This is an optimization exercise on Yosys and OpenROAD, whose aim is small area, a short achievable clock period and few clock cycles, not a production implementation.
Where RTL was checked, it was by simulation tests only, not by an equivalence proof against the original.
No activity file was given, so power comes from the tool's default toggle rates.

==> inputs of run a <==
// lorenc
module lorenc (
    input  wire        clk,
    input  wire        rst,
    input  wire        op_valid,
    input  wire [1:0]  op_code,
    input  wire [7:0]  op_start,
    input  wire [8:0]  op_src_len,
    output wire        busy,
    output reg         done,
    output reg  [1:0]  status,
    input  wire        en,
    input  wire        tp_present,
    input  wire        ok,
    input  wire        tx_empty,
    output reg  [7:0]  tx_data,
    output reg         tx_valid,
    output reg         tx_last,
    output wire [8:0]  src_addr,
    output reg         src_re,
    input  wire [7:0]  src_data,
    input  wire        cfg_we,
    input  wire [1:0]  cfg_idx,
    input  wire [20:0] cfg_wdata,
    input  wire [2:0]  cfg_count,
    output reg         hb_req,
    output reg         log_evt,
    output reg  [2:0]  fault,
    output wire [8:0]  total,
    input  wire [7:0]  occ_idx,
    output wire        occ_bit
);
make LEC_CHECK=0 CAP_MARGIN=20 CORE_MARGIN=2 CORE_UTILIZATION=45 PLACE_DENSITY=0.6 SETUP_SLACK_MARGIN=4.7 SLEW_MARGIN=20 SYNTH_HIERARCHICAL=1 finish   # period 10.0 ns
run.sh (not shown) runs the stock make flow with config.mk's settings and CLKGATE_MAP_FILE= SYNTH_SCRIPT=/design/flow/synth_recipe.tcl, a recipe that flattens the netlist after the stock synthesis.
==> inputs of run b, as changes to run a <==
--- a/flow/design.v
+++ b/flow/design.v
@@ -63,34 +63,32 @@
         .val(oval),
         .hit(occ_bit)
     );
     reg [3:0]  h_np1;
     reg [8:0]  h_hi;
     reg [18:0] h_w;
     always @(posedge clk)
-        if (st == S_INIT)
-            for (oc = 0; oc < 4; oc = oc + 1) begin
-                h_w = cfg[oc];
-                case (h_w[18:16])
-                    3'd1:    h_np1 = h_w[7:4] - {3'd0, (h_w[3:0] == 4'd0)};
-                    3'd2:    h_np1 = 4'd1;
-                    3'd4:    h_np1 = 4'd3;
-                    3'd5:    h_np1 = 4'd7;
-                    3'd6:    h_np1 = 4'd15;
-                    default: h_np1 = 4'd0;
-                endcase
-                h_hi = {1'b0, h_w[15:8]} + {5'd0, h_np1};
-                oval[oc] <= (n_ctrl > oc) && (h_w[7:0] != 8'd0) && (h_w[15:8] != 8'd255);
-                hi8[oc]  <= (h_hi > 9'd254) ? 8'd254 : h_hi[7:0];
-            end
+        for (oc = 0; oc < 4; oc = oc + 1) begin
+            h_w = cfg[oc];
+            case (h_w[18:16])
+                3'd1:    h_np1 = h_w[7:4] - {3'd0, (h_w[3:0] == 4'd0)};
+                3'd2:    h_np1 = 4'd1;
+                3'd4:    h_np1 = 4'd3;
+                3'd5:    h_np1 = 4'd7;
+                3'd6:    h_np1 = 4'd15;
+                default: h_np1 = 4'd0;
+            endcase
+            h_hi = {1'b0, h_w[15:8]} + {5'd0, h_np1};
+            oval[oc] <= (n_ctrl > oc) && (h_w[7:0] != 8'd0) && (h_w[15:8] != 8'd255);
+            hi8[oc]  <= (h_hi > 9'd254) ? 8'd254 : h_hi[7:0];
+        end
     reg [2:0]  st;
     reg        is_alloff;
     reg        rst_fill;
     reg [7:0]  start_r;
-    reg [8:0]  src_len_r;
     reg        en_r, tp_r, ok_r, txe_r;
     reg [3:0]  cnt;
     reg [2:0]  ci;
     reg        init_f;           
     reg        i_v;              
     reg        op_exh;           
     assign busy = (st != S_IDLE);
@@ -126,16 +124,16 @@
                         pl_np = {1'b0, pl_n[7:4]} + {4'b0, (pl_n[3:0] != 4'd0)};
                         pl_lastl = (pl_n[3:0] == 4'd0) ? 8'd16 : {4'd0, pl_n[3:0]}; end
             3'd2: begin pl_eff = {4'b0, pl_n}; pl_cpp = {1'b0, pl_n[7:1]}; pl_np = 5'd2;
                         pl_lastl = {1'b0, pl_n[7:1]}; end
             default: begin pl_eff = {4'b0, pl_n}; pl_cpp = pl_n; pl_np = 5'd1; end
         endcase
     end
-    wire [8:0] pl_last  = {1'b0, pl_u} + {4'b0, pl_np} - 9'd1;
-    wire       pl_bad   = (pl_np != 5'd0) && (pl_u == 8'd0 || pl_last > 9'd254);
+    wire [5:0] pl_top   = {2'b0, pl_u[3:0]} + {1'b0, pl_np};
+    wire       pl_bad   = (pl_np != 5'd0) && (pl_u == 8'd0 || (pl_u[7:4] == 4'hF && pl_top[5:4] != 2'b00));
     wire       pl_empty = (pl_np == 5'd0) || (pl_cpp == 8'd0);
     wire [3:0] pl_nbc   = pl_cpp[7:4] + {3'b0, (pl_cpp[3:0] != 4'd0)};
     wire [3:0] pl_nbl   = pl_lastl[7:4] + {3'b0, (pl_lastl[3:0] != 4'd0)};
     wire [4:0] pl_tnc   = (pl_cpp[3:0] == 4'd0) ? 5'd16 : {1'b0, pl_cpp[3:0]};
     wire [4:0] pl_tnl   = (pl_lastl[3:0] == 4'd0) ? 5'd16 : {1'b0, pl_lastl[3:0]};
     reg [4:0]  cu_p, cu_np;
     reg [7:0]  cu_cpp, cu_g0, cu_base, cu_unit;
@@ -236,15 +234,15 @@
     reg [4:0]  ib_n, ib_cnt;
     reg [15:0] ib_iss;
     reg [2:0]  ib_bk;
     reg [7:0]  ib_unit;
     reg        ib_plast;
     wire       frame_acc = (st == S_IDLE) && op_valid && (op_code == 2'd2);
     wire       issuing = (st == S_RUN) || (st == S_CHK && !is_alloff) || frame_acc;
-    wire [6:0] ph3     = ph + 7'd3;
+    reg  [6:0] ph3;             
     wire [TB-1:0] is_j0 = ph3[TB-1:0] - ib_bb[TB-1:0];
     reg  [3:0] is_j;
     reg        is_ok;
     integer    kk;
     always @* begin
         is_j  = 4'd0;
         is_ok = 1'b0;
@@ -264,35 +262,36 @@
     wire       ib_load = issuing && (!op_exh || frame_acc) && (cu_st == CU_RDY) &&
                          (!ib_act || is_fin) &&
                          (n_ahead[2:1] == 2'd0 || (n_ahead == 3'd2 && !e_act));
     assign cu_take = ib_load;
     reg        abort;
     reg        s1_v, s2_v, s3_v;
     reg [3:0]  s1_j, s2_j, s3_j;
-    reg [MW-1:0] s1_m, s2_m, s3_m;
+    reg [MW-1:0] s2_m, s3_m;
+    wire [6:0]   ph2 = ph3 - 7'd1;
     reg        s1_f, s2_f, s3_f;    
     reg        s1_l, s2_l, s3_l;    
     reg [2:0]  s1_bk, s2_bk, s3_bk;
     reg [7:0]  s1_u, s2_u, s3_u;
     reg        s1_pl, s2_pl, s3_pl;
     reg [6:0]  src_a;
     reg [7:0]  sd_r;
     reg [7:0]  tap_old;             
     assign src_addr = {2'b0, src_a};
     always @(posedge clk) begin
         sd_r  <= src_data;
         src_a <= is_g;
         s1_j  <= is_j;
-        s1_m  <= is_g[6:TB] - ph3[6:TB];
         s1_f  <= (ib_cnt == 5'd0);
         s1_l  <= is_fin;
         s1_bk <= ib_bk;
         s1_u  <= ib_unit;
         s1_pl <= ib_plast;
-        s2_j <= s1_j; s2_m <= s1_m; s2_f <= s1_f; s2_l <= s1_l;
+        s2_m  <= src_a[6:TB] - ph2[6:TB];
+        s2_j <= s1_j; s2_f <= s1_f; s2_l <= s1_l;
         s2_bk <= s1_bk; s2_u <= s1_u; s2_pl <= s1_pl;
         s3_j <= s2_j; s3_m <= s2_m; s3_f <= s2_f; s3_l <= s2_l;
         s3_bk <= s2_bk; s3_u <= s2_u; s3_pl <= s2_pl;
         tap_old <= ring[{s2_m, {TB{1'b0}}, 3'b0} + 8 +: 8];
         if (is_go) begin
             ib_cnt <= ib_cnt + 5'd1;
             ib_iss[is_j] <= 1'b1;
@@ -503,22 +502,34 @@
             E_Z:     e_next = hasFF ? E_F : (|e_pend) ? E_C : e_term ? E_T : E_PRE;
             E_F:     e_next = (|e_pend) ? E_C : e_term ? E_T : E_PRE;
             E_C:     e_next = (|pend_rest) ? E_C : e_term ? E_T : E_PRE;
             E_O:     e_next = e_term ? E_T : E_PRE;
             default: e_next = E_PRE;
         endcase
     end
-    wire e_end = e_act && e_lastf && (e_next == E_PRE);
+    reg        e_end_r;
+    reg        e_nlast;              
+    always @* begin
+        case (e_ph)
+            E_T:     e_nlast = (e_fnx == 3'd1);
+            E_O:     e_nlast = (e_fnx == 3'd2 && bk0) || (e_fnx == 3'd4);
+            E_PRE:   e_nlast = 1'b0;
+            default: e_nlast = (e_fnx == 3'd5 && mz) || (e_fnx == 3'd6);
+        endcase
+    end
+    wire e_end = e_end_r;
     assign e_idle_nx = !e_act || e_end;
     always @(posedge clk) begin
         if (rst) begin
             e_act    <= 1'b0;
+            e_end_r  <= 1'b0;
             tx_valid <= 1'b0;
             tx_last  <= 1'b0;
         end else begin
+            e_end_r  <= e_act && !e_lastf && !e_load && e_nlast && (e_next == E_PRE);
             tx_valid <= 1'b0;
             tx_last  <= 1'b0;
             if (e_act) begin
                 tx_valid <= 1'b1;
                 tx_data  <= e_byte;
                 tx_last  <= (e_ph == E_T) && (e_f == 3'd1);
                 if (e_f == 3'd0) begin
@@ -551,55 +562,58 @@
                 e_bk   <= rq_bk;
                 e_unit <= rq_unit;
                 e_ph   <= rq_tonly ? E_T : E_PRE;
                 e_f    <= 3'd0;
             end
         end
     end
-    wire [14:0] frame_end = {7'd0, start_r} + {1'b0, total_r};
+    wire [14:0] frame_end_in = {7'd0, op_start} + {1'b0, total_r};
+    reg         addr_bad;
     wire        all_idle  = op_exh && !ib_act && !s1_v && !s2_v && !s3_v && !rb_full && !rq_full && !e_act;
     always @* begin
         abort = 1'b0;
         if (st == S_CHK) begin
             if (fault != 3'd0 || !(en_r && tp_r && ok_r))
                 abort = 1'b1;
-            else if (!is_alloff && (!txe_r || frame_end > {6'd0, src_len_r} || frame_end > 15'd128))
+            else if (!is_alloff && (!txe_r || addr_bad))
                 abort = 1'b1;
         end
     end
     assign cu_restart = rst || (st == S_INIT) || abort;
     always @(posedge clk) begin
         if (rst) begin
             st        <= S_INIT;
             init_f    <= 1'b1;
             rst_fill  <= 1'b1;
             i_v       <= 1'b0;
             cnt       <= 4'd0;
             ci        <= 3'd0;
             ph        <= 7'd0;
+            ph3       <= 7'd3;
             n_ctrl    <= 3'd0;
             force_chg <= 1'b1;
             fault     <= 3'd0;
             total_r   <= 14'd0;
             done      <= 1'b0;
             hb_req    <= 1'b0;
             log_evt   <= 1'b0;
             op_exh    <= 1'b0;
         end else begin
             ph      <= ph + 7'd1;
+            ph3     <= ph3 + 7'd1;
             done    <= 1'b0;
             hb_req  <= 1'b0;
             log_evt <= 1'b0;
             if (issuing && cu_exh)
                 op_exh <= 1'b1;
             case (st)
             S_IDLE: begin
                 if (op_valid) begin
                     start_r   <= op_start;
-                    src_len_r <= op_src_len;
+                    addr_bad  <= (frame_end_in > {6'd0, op_src_len}) || (frame_end_in > 15'd128);
                     en_r      <= en;
                     tp_r      <= tp_present;
                     ok_r      <= ok;
                     txe_r     <= tx_empty;
                     status    <= ST_DONE;
                     op_exh    <= 1'b0;
                     is_alloff <= op_code[0];
@@ -657,15 +671,15 @@
                     status <= ST_NOTREADY;
                     done   <= 1'b1;
                     st     <= S_IDLE;
                 end else if (!is_alloff && !txe_r) begin
                     log_evt <= 1'b1;
                     status  <= ST_BACKP;
                     st      <= S_FIN;
-                end else if (!is_alloff && (frame_end > {6'd0, src_len_r} || frame_end > 15'd128)) begin
+                end else if (!is_alloff && addr_bad) begin
                     fault  <= 3'd4;
                     status <= ST_FAULTED;
                     done   <= 1'b1;
                     st     <= S_IDLE;
                 end else begin
                     st <= S_RUN;
                 end
@@ -704,24 +718,30 @@
     input  wire [7:0] lo0, lo1, lo2, lo3,
     input  wire [7:0] hi0, hi1, hi2, hi3,
     input  wire [3:0] val,
     output wire       hit
 );
     function ge8;
         input [7:0] a, b;
+        reg [7:0] g, e;
+        reg [3:0] g1, e1;
+        reg [1:0] g2, e2;
         integer k;
-        reg gt, eq;
         begin
-            gt = 1'b0;
-            eq = 1'b1;
-            for (k = 7; k >= 0; k = k - 1) begin
-                gt = gt | (eq & a[k] & ~b[k]);
-                eq = eq & (a[k] ~^ b[k]);
+            g = a & ~b;
+            e = a ~^ b;
+            for (k = 0; k < 4; k = k + 1) begin
+                g1[k] = g[2*k+1] | (e[2*k+1] & g[2*k]);
+                e1[k] = e[2*k+1] & e[2*k];
+            end
+            for (k = 0; k < 2; k = k + 1) begin
+                g2[k] = g1[2*k+1] | (e1[2*k+1] & g1[2*k]);
+                e2[k] = e1[2*k+1] & e1[2*k];
             end
-            ge8 = gt | eq;
+            ge8 = g2[1] | (e2[1] & g2[0]) | (e2[1] & e2[0]);
         end
     endfunction
     wire in0 = val[0] && ge8(idx, lo0) && ge8(hi0, idx);
     wire in1 = val[1] && ge8(idx, lo1) && ge8(hi1, idx);
     wire in2 = val[2] && ge8(idx, lo2) && ge8(hi2, idx);
     wire in3 = val[3] && ge8(idx, lo3) && ge8(hi3, idx);
     assign hit = (idx == 8'd0) | in0 | in1 | in2 | in3;
Settings changed: CORE_UTILIZATION 45 to 55, CTS_CLUSTER_DIAMETER set to 100, CTS_CLUSTER_SIZE set to 20, PLACE_DENSITY 0.6 to 0.7, SETUP_SLACK_MARGIN 4.7 to 4.3.
==> summary of the runs <==
- Against run b, the via count of run a is higher by 2.1%.
- In run a the global-route usage is lower than in run b, by 3.7 points.
- In run a the total power is larger than in run b, by 23%.
- Between run b and run a, the lower maximum frequency is in run b (gap 1.1%, measured against run a).
- Count of clock-buffer cells in the layout: run a is higher than run b (110).
Testbench counts of run b, summed over its fixed seeds: cycles 58,479.
For run a, only the layout was checked, not whether the RTL still works.

-- static timing again, ports no longer ideal --
The flow's constraints put no driver on any port. The routed layouts listed below were extracted and timed again, unchanged, in two steps. Step 1 sets driving cells, clkbuf_16 on the clock port and buf_2 on the other inputs (assumed; they add their load-dependent delay and slew). Step 2 times the ports against the registers' clock, not the clock port: input delays grow and output delays shrink by t, the midpoint of the rising clock arrivals with the driver on. Slacks: no drivers / after step 1 / after step 2; pairs: no drivers / after step 1.
| run | t (ns) | setup slack, ns | hold WS [ns] | latest minus earliest clock arrival (ns) | worst data-port slew with drivers (ns) |
|---|---|---|---|---|---|
| run a | 0.872 | 4.397 / 4.294 / 4.195 | 0.298 / 0.298 / 0.298 | 0.058 / 0.058 | 0.15 |
| run b | 0.777 | 4.334 / 4.309 / 4.126 | 0.318 / 0.318 / 0.318 | 0.042 / 0.042 | 0.09 |
After both steps every run listed still meets setup and hold. The setup slack of run b, which loses most, moves by -0.025 ns with the drivers and by -0.208 ns with both steps.
